Context: an optimization exercise on an open-source flow, tuned for small area, a short achievable clock period and few clock cycles. The choices shown serve that exercise and are no tape-out recipe. Function was checked by simulation only, so behaviour that the tests miss may differ from the original. Power and IR drop assume default switching activity.

== run A ==
==> flow/design.v (excerpt) <==
module level_lut_remapper (
    input  wire        clk,
    input  wire        rst,
    input  wire        cmd_valid,
    output wire        cmd_ready,
    input  wire [63:0] cmd_data,
    output reg         rsp_valid,
    output wire [63:0] rsp_data,
    output reg         mem_valid,
    output reg         mem_we,
    output wire [31:0] mem_addr,
    output reg  [3:0]  mem_wstrb,
    output reg  [31:0] mem_wdata,
    input  wire        mem_ready,
    input  wire [31:0] mem_rdata
);
    wire [7:0]  c_op  = cmd_data[63:56];
    wire [7:0]  c_reg = cmd_data[55:48];
    wire [31:0] c_imm = cmd_data[31:0];
    wire        z_nz  = |cmd_data[47:32];
    wire        rg_nz = |c_reg;
    wire        imm_hi_nz = |c_imm[31:8];
    wire        imm_nz    = imm_hi_nz | (|c_imm[7:0]);
    wire op_wr  = (c_op == 8'h01);
    wire op_rd  = (c_op == 8'h02);
    wire op_lut = (c_op == 8'h03);
    wire op_bld = (c_op == 8'h04);
    wire op_lv  = (c_op == 8'h10);
    wire op_up  = (c_op == 8'h11);
    wire c_legal = !z_nz && (op_wr || (op_rd && !imm_nz) ||
                             (op_lut && !rg_nz && !imm_hi_nz) ||
                             ((op_bld || op_lv || op_up) && !rg_nz && !imm_nz));
    wire reg_known = (c_reg[7:5] == 3'd0) &&
                     (c_reg[4] ? (c_reg[3:0] <= 4'd13) : (c_reg[3:0] <= 4'd12));
    wire ok_lvp = !(|c_imm[31:17]) && !(c_imm[16] && (|c_imm[15:0]));    
    wire ok_fmt = !(|c_imm[31:2]);
    wire ok_16  = !(|c_imm[31:16]);
    wire ok_sh  = !(|c_imm[31:4]);
    wire ok_sw  = !(|c_imm[31:1]);
    reg range_bad;
    always @(*) begin
        case (c_reg)
            8'h00, 8'h01, 8'h02, 8'h03: range_bad = !ok_lvp;
            8'h08:                      range_bad = !ok_fmt;
            8'h10, 8'h13, 8'h14:        range_bad = !ok_16;
            8'h11:                      range_bad = !ok_sh;
            8'h12:                      range_bad = !ok_sw;
            default:                    range_bad = 1'b0;
        endcase
    end
    reg         idle;
    wire        acc   = cmd_valid && idle;
  ...
clock: 12.0 ns
lec_check: 0
cap_margin: 20
core_margin: 2
core_utilization: 40
cts_buf_list: sky130_fd_sc_hd__clkbuf_8
place_density: 0.55
slew_margin: 20
run.sh (not shown) runs the stock make flow with config.mk's settings and CLKGATE_MAP_FILE= SYNTH_SCRIPT=/design/flow/synth_recipe.tcl, a recipe that flattens the netlist after the stock synthesis.
Testbench counts of run A, summed over its fixed seeds: cycles 23,688.
Modified inputs, run B compared to run A
--- a/flow/design.v
+++ b/flow/design.v
@@ -71,49 +71,44 @@
     reg [16:0] lv_a, lv_b, lv_p, lv_q;
     reg [31:0] lv_w, lv_h, lv_is, lv_os;
     reg [1:0]  lv_fmt;
     reg [31:0] lv_sb, lv_ss, lv_db, lv_ds;
     reg [15:0] up_off;
     reg [3:0]  up_sh;
     reg        up_swap;
     reg [15:0] up_lm, up_cm;
     reg [31:0] up_w, up_h, up_is, up_os, up_lay;
     reg        w3bad;
     reg [31:0] up_sb, up_ss, up_db, up_ds;
     always @(posedge clk) begin
-        if (rst)
-            w3bad <= 1'b0;
-        else if (wbase && (c_reg == 8'h15))
-            w3bad <= (mod3(c_imm) != 2'd0);
-    end
-    always @(posedge clk) begin
         if (wen[5'h00]) lv_a    <= wdat[16:0];
         if (wen[5'h01]) lv_b    <= wdat[16:0];
         if (wen[5'h02]) lv_p    <= wdat[16:0];
         if (wen[5'h03]) lv_q    <= wdat[16:0];
         if (wen[5'h04]) lv_w    <= wdat;
         if (wen[5'h05]) lv_h    <= wdat;
         if (wen[5'h06]) lv_is   <= wdat;
         if (wen[5'h07]) lv_os   <= wdat;
         if (wen[5'h08]) lv_fmt  <= wdat[1:0];
         if (wen[5'h09]) lv_sb   <= wdat;
         if (wen[5'h0A]) lv_ss   <= wdat;
         if (wen[5'h0B]) lv_db   <= wdat;
         if (wen[5'h0C]) lv_ds   <= wdat;
         if (wen[5'h10]) up_off  <= wdat[15:0];
         if (wen[5'h11]) up_sh   <= wdat[3:0];
         if (wen[5'h12]) up_swap <= wdat[0];
         if (wen[5'h13]) up_lm   <= wdat[15:0];
         if (wen[5'h14]) up_cm   <= wdat[15:0];
         if (wen[5'h15]) up_w    <= wdat;
+        if (wen[5'h15]) w3bad   <= (mod3(wdat) != 2'd0);    
         if (wen[5'h16]) up_h    <= wdat;
         if (wen[5'h17]) up_is   <= wdat;
         if (wen[5'h18]) up_os   <= wdat;
         if (wen[5'h19]) up_lay  <= wdat;
         if (wen[5'h1A]) up_sb   <= wdat;
         if (wen[5'h1B]) up_ss   <= wdat;
         if (wen[5'h1C]) up_db   <= wdat;
         if (wen[5'h1D]) up_ds   <= wdat;
     end
     localparam [3:0] S_VA   = 4'd0;    
     localparam [3:0] S_VB   = 4'd1;    
     localparam [3:0] S_VC   = 4'd2;    
@@ -234,26 +229,25 @@
         integer k;
         begin
             msb32 = 5'd0;
             for (k = 0; k < 32; k = k + 1)
                 if (v[k]) msb32 = k[4:0];
         end
     endfunction
     reg  [4:0]  hidx;                 
     reg  [31:0] os_r, od_r;           
     reg         dbl_r, cin_r;         
     reg         hdone, hz;
     reg         ovs, ovd;
-    reg         f7, f10, f11;
-    reg  [3:0]  f9v;                  
+    reg         f7, f9, f10, f11;
     reg  [31:0] srow, drow;           
     reg  [29:0] sp, dp;               
     reg  [31:0] pc;                   
     reg  [31:0] rows;                 
     reg         tph;                  
     reg         rd_done;
     reg  [9:0]  thold;                
     reg  [19:0] q0, q1, q2;           
     reg         q0v, q1v, q2v;
     reg  [1:0]  q0t, q1t, q2t;        
     reg  [15:0] sa;                   
     reg         sav;
@@ -486,40 +480,40 @@
                     cin_r <= 1'b0;
                     os_r  <= fSS;
                     od_r  <= fDS;
                     st    <= S_VD;
                 end
                 S_VD: begin
                     rsp_st <= 2'd1;
                     if (f7) begin
                         rsp_valid <= 1'b1; idle <= 1'b1; mem_wdata <= 32'd7;
                     end else if (e8) begin
                         rsp_valid <= 1'b1; idle <= 1'b1; mem_wdata <= 32'd8;
                     end else begin
-                        f9v   <= {s_add[32], |s_add[31:0], d_add[32], |d_add[31:0]};
+                        f9    <= (s_add[32] && (|s_add[31:0])) || (d_add[32] && (|d_add[31:0]));
                         srow  <= fIS;
                         drow  <= fOS;
                         ovs   <= 1'b0;
                         ovd   <= 1'b0;
                         hz    <= (fH == 32'd0);
                         hdone <= (fH[31:1] == 31'd0);
                         dbl_r <= 1'b1;
                         os_r  <= fH[hidx] ? fIS : 32'd0;
                         od_r  <= fH[hidx] ? fOS : 32'd0;
                         st    <= S_MUL;
                     end
                 end
                 S_MUL: begin
                     rsp_st <= 2'd0;
-                    if ((f9v[3] && f9v[2]) || (f9v[1] && f9v[0])) begin
+                    if (f9) begin
                         rsp_valid <= 1'b1; idle <= 1'b1; rsp_st <= 2'd1; mem_wdata <= 32'd9;
                     end else if (hz) begin
                         rsp_valid <= 1'b1; idle <= 1'b1;
                     end else if (hdone) begin
                         dbl_r <= 1'b0;
                         os_r  <= ~fSS;
                         od_r  <= ~fDS;
                         st    <= S_CHK;
                     end else begin
                         srow  <= s_add[31:0];
                         drow  <= d_add[31:0];
                         ovs   <= ovs || s_add[33] || s_add[32];
## What came out
- Going from run A to run B, critical path depth up 1, number of inverters outside the clock class in the layout down 1.4%, multi-input combinational area share flat, number of buffers outside the clock class in the layout up 14, via count flat.
- Taking run A as the reference point, the total power of run B rises by 1.7%.
- From run A to run B the numbers moved as follows: total non-filler cell area in the finished layout lost about 0.37%, buffers plus inverters on the worst setup path rose by 2.
- ~same area of all sequential standard cells in run A and run B
- Compared with run A, run B improves sum of routed wire length over all layers.
- On share of synthesized area occupied by flip-flops and latches, run A tracks run B almost exactly.
- The worst setup path endpoint comes out w3bad in one run and f9v[0] in the other, namely in run B and run A respectively.
- Between run A and run B, the final critical-path setup slack is lower for run B.
Testbench counts of run B, summed over its fixed seeds: cycles 23,688.


Starting RTL as in the previous note.
clock: 12.0 ns
lec_check: 0
cap_margin: 20
core_margin: 2
core_utilization: 40
place_density: 0.55
slew_margin: 20
Testbench counts at the start, summed over its fixed seeds: cycles 23,688.
Rerun with:
--- a/flow/design.v
+++ b/flow/design.v
@@ -73,45 +73,40 @@
     reg [1:0]  lv_fmt;
     reg [31:0] lv_sb, lv_ss, lv_db, lv_ds;
     reg [15:0] up_off;
     reg [3:0]  up_sh;
     reg        up_swap;
     reg [15:0] up_lm, up_cm;
     reg [31:0] up_w, up_h, up_is, up_os, up_lay;
     reg        w3bad;
     reg [31:0] up_sb, up_ss, up_db, up_ds;
     always @(posedge clk) begin
-        if (rst)
-            w3bad <= 1'b0;
-        else if (wbase && (c_reg == 8'h15))
-            w3bad <= (mod3(c_imm) != 2'd0);
-    end
-    always @(posedge clk) begin
         if (wen[5'h00]) lv_a    <= wdat[16:0];
         if (wen[5'h01]) lv_b    <= wdat[16:0];
         if (wen[5'h02]) lv_p    <= wdat[16:0];
         if (wen[5'h03]) lv_q    <= wdat[16:0];
         if (wen[5'h04]) lv_w    <= wdat;
         if (wen[5'h05]) lv_h    <= wdat;
         if (wen[5'h06]) lv_is   <= wdat;
         if (wen[5'h07]) lv_os   <= wdat;
         if (wen[5'h08]) lv_fmt  <= wdat[1:0];
         if (wen[5'h09]) lv_sb   <= wdat;
         if (wen[5'h0A]) lv_ss   <= wdat;
         if (wen[5'h0B]) lv_db   <= wdat;
         if (wen[5'h0C]) lv_ds   <= wdat;
         if (wen[5'h10]) up_off  <= wdat[15:0];
         if (wen[5'h11]) up_sh   <= wdat[3:0];
         if (wen[5'h12]) up_swap <= wdat[0];
         if (wen[5'h13]) up_lm   <= wdat[15:0];
         if (wen[5'h14]) up_cm   <= wdat[15:0];
         if (wen[5'h15]) up_w    <= wdat;
+        if (wen[5'h15]) w3bad   <= (mod3(wdat) != 2'd0);    
         if (wen[5'h16]) up_h    <= wdat;
         if (wen[5'h17]) up_is   <= wdat;
         if (wen[5'h18]) up_os   <= wdat;
         if (wen[5'h19]) up_lay  <= wdat;
         if (wen[5'h1A]) up_sb   <= wdat;
         if (wen[5'h1B]) up_ss   <= wdat;
         if (wen[5'h1C]) up_db   <= wdat;
         if (wen[5'h1D]) up_ds   <= wdat;
     end
     localparam [3:0] S_VA   = 4'd0;    
@@ -236,22 +231,21 @@
             msb32 = 5'd0;
             for (k = 0; k < 32; k = k + 1)
                 if (v[k]) msb32 = k[4:0];
         end
     endfunction
     reg  [4:0]  hidx;                 
     reg  [31:0] os_r, od_r;           
     reg         dbl_r, cin_r;         
     reg         hdone, hz;
     reg         ovs, ovd;
-    reg         f7, f10, f11;
-    reg  [3:0]  f9v;                  
+    reg         f7, f9, f10, f11;
     reg  [31:0] srow, drow;           
     reg  [29:0] sp, dp;               
     reg  [31:0] pc;                   
     reg  [31:0] rows;                 
     reg         tph;                  
     reg         rd_done;
     reg  [9:0]  thold;                
     reg  [19:0] q0, q1, q2;           
     reg         q0v, q1v, q2v;
     reg  [1:0]  q0t, q1t, q2t;        
@@ -366,25 +360,29 @@
                 case (dph)
                 2'd1: begin
                     dvs    <= dsub[16:0];
                     dph    <= 2'd2;
                     lo_in  <= byte255(lv_a);
                     hi_in  <= byte255(lv_b);
                     lo_out <= byte255(lv_p);
                     hi_out <= byte255(lv_q);
                 end
                 2'd2, 2'd3: begin
-                    neg  <= (dph == 2'd3);
-                    dm   <= {dsub[7:0], 24'd0};
-                    drem <= {8'd0, dsub[16:8]};
-                    dcnt <= 6'd0;
-                    dph  <= (dph == 2'd2 && !d_take) ? 2'd3 : 2'd0;
+                    if (dph == 2'd2 && !d_take) begin
+                        dph <= 2'd3;
+                    end else begin
+                        neg  <= (dph == 2'd3);
+                        dm   <= {dsub[7:0], 24'd0};
+                        drem <= {8'd0, dsub[16:8]};
+                        dcnt <= 6'd0;
+                        dph  <= 2'd0;
+                    end
                 end
                 default: begin
                     drem <= d_take ? dsub[16:0] : dx[16:0];
                     dm   <= {dm[30:0], d_take};
                     dcnt <= dcnt + 6'd1;
                     if (dcnt == 6'd31) dbusy <= 1'b0;
                 end
                 endcase
             end
             if (acc) begin
@@ -488,36 +486,36 @@
                     od_r  <= fDS;
                     st    <= S_VD;
                 end
                 S_VD: begin
                     rsp_st <= 2'd1;
                     if (f7) begin
                         rsp_valid <= 1'b1; idle <= 1'b1; mem_wdata <= 32'd7;
                     end else if (e8) begin
                         rsp_valid <= 1'b1; idle <= 1'b1; mem_wdata <= 32'd8;
                     end else begin
-                        f9v   <= {s_add[32], |s_add[31:0], d_add[32], |d_add[31:0]};
+                        f9    <= (s_add[32] && (|s_add[31:0])) || (d_add[32] && (|d_add[31:0]));
                         srow  <= fIS;
                         drow  <= fOS;
                         ovs   <= 1'b0;
                         ovd   <= 1'b0;
                         hz    <= (fH == 32'd0);
                         hdone <= (fH[31:1] == 31'd0);
                         dbl_r <= 1'b1;
                         os_r  <= fH[hidx] ? fIS : 32'd0;
                         od_r  <= fH[hidx] ? fOS : 32'd0;
                         st    <= S_MUL;
                     end
                 end
                 S_MUL: begin
                     rsp_st <= 2'd0;
-                    if ((f9v[3] && f9v[2]) || (f9v[1] && f9v[0])) begin
+                    if (f9) begin
                         rsp_valid <= 1'b1; idle <= 1'b1; rsp_st <= 2'd1; mem_wdata <= 32'd9;
                     end else if (hz) begin
                         rsp_valid <= 1'b1; idle <= 1'b1;
                     end else if (hdone) begin
                         dbl_r <= 1'b0;
                         os_r  <= ~fSS;
                         od_r  <= ~fDS;
                         st    <= S_CHK;
                     end else begin
                         srow  <= s_add[31:0];
After rerunning: Setup slack gets better by 0.084 ns. Sequential power increases by about 0.8%. Final area stays flat. Maximum frequency increases by 1.4%. Non-clock buffer count increases by 12. Die area stays flat. Power increases by 4.2%. Area after synthesis hardly moves. Count of clock-buffer cells in the layout increases by 6. Utilization hardly moves. Clock skew is about the same. Worst hold slack barely changes. Cell count stays flat.
Testbench counts after the change, summed over its fixed seeds: cycles 23,688.

## what the ideal ports hide
In the flow no input, the clock included, has a driving cell. The finished layouts below were timed again as built, in two steps. Step 1: set_driving_cell puts a clkbuf_16 on clk and a buf_2 on each other input, an assumption about the parent block. Step 2 also shifts input and output timing later by t, the mid clock arrival at the registers, as if the neighbouring blocks saw the same clock. a / b / c = ideal ports / drivers / drivers and shift; a / b = the first two.
run | shift t [ns] | setup slack, ns | worst hold slack (ns) | latest minus earliest clock arrival (ns)
run A | 1.082 | 6.082 / 6.082 / 5.071 | 0.420 / 0.420 / 0.420 | 0.082 / 0.083
run B | 1.100 | 5.156 / 5.213 / 4.113 | 0.418 / 0.418 / 0.418 | 0.090 / 0.090
the first run of note 2 | 0.908 | 5.924 / 5.981 / 5.073 | 0.420 / 0.420 / 0.420 | 0.050 / 0.050
the second run of note 2 | 0.899 | 6.008 / 6.008 / 5.231 | 0.422 / 0.422 / 0.422 | 0.041 / 0.041
After both steps setup and hold are still met in every run listed. The setup slack of run B, which loses most, moves by +0.057 ns with the drivers and by -1.043 ns with both steps.
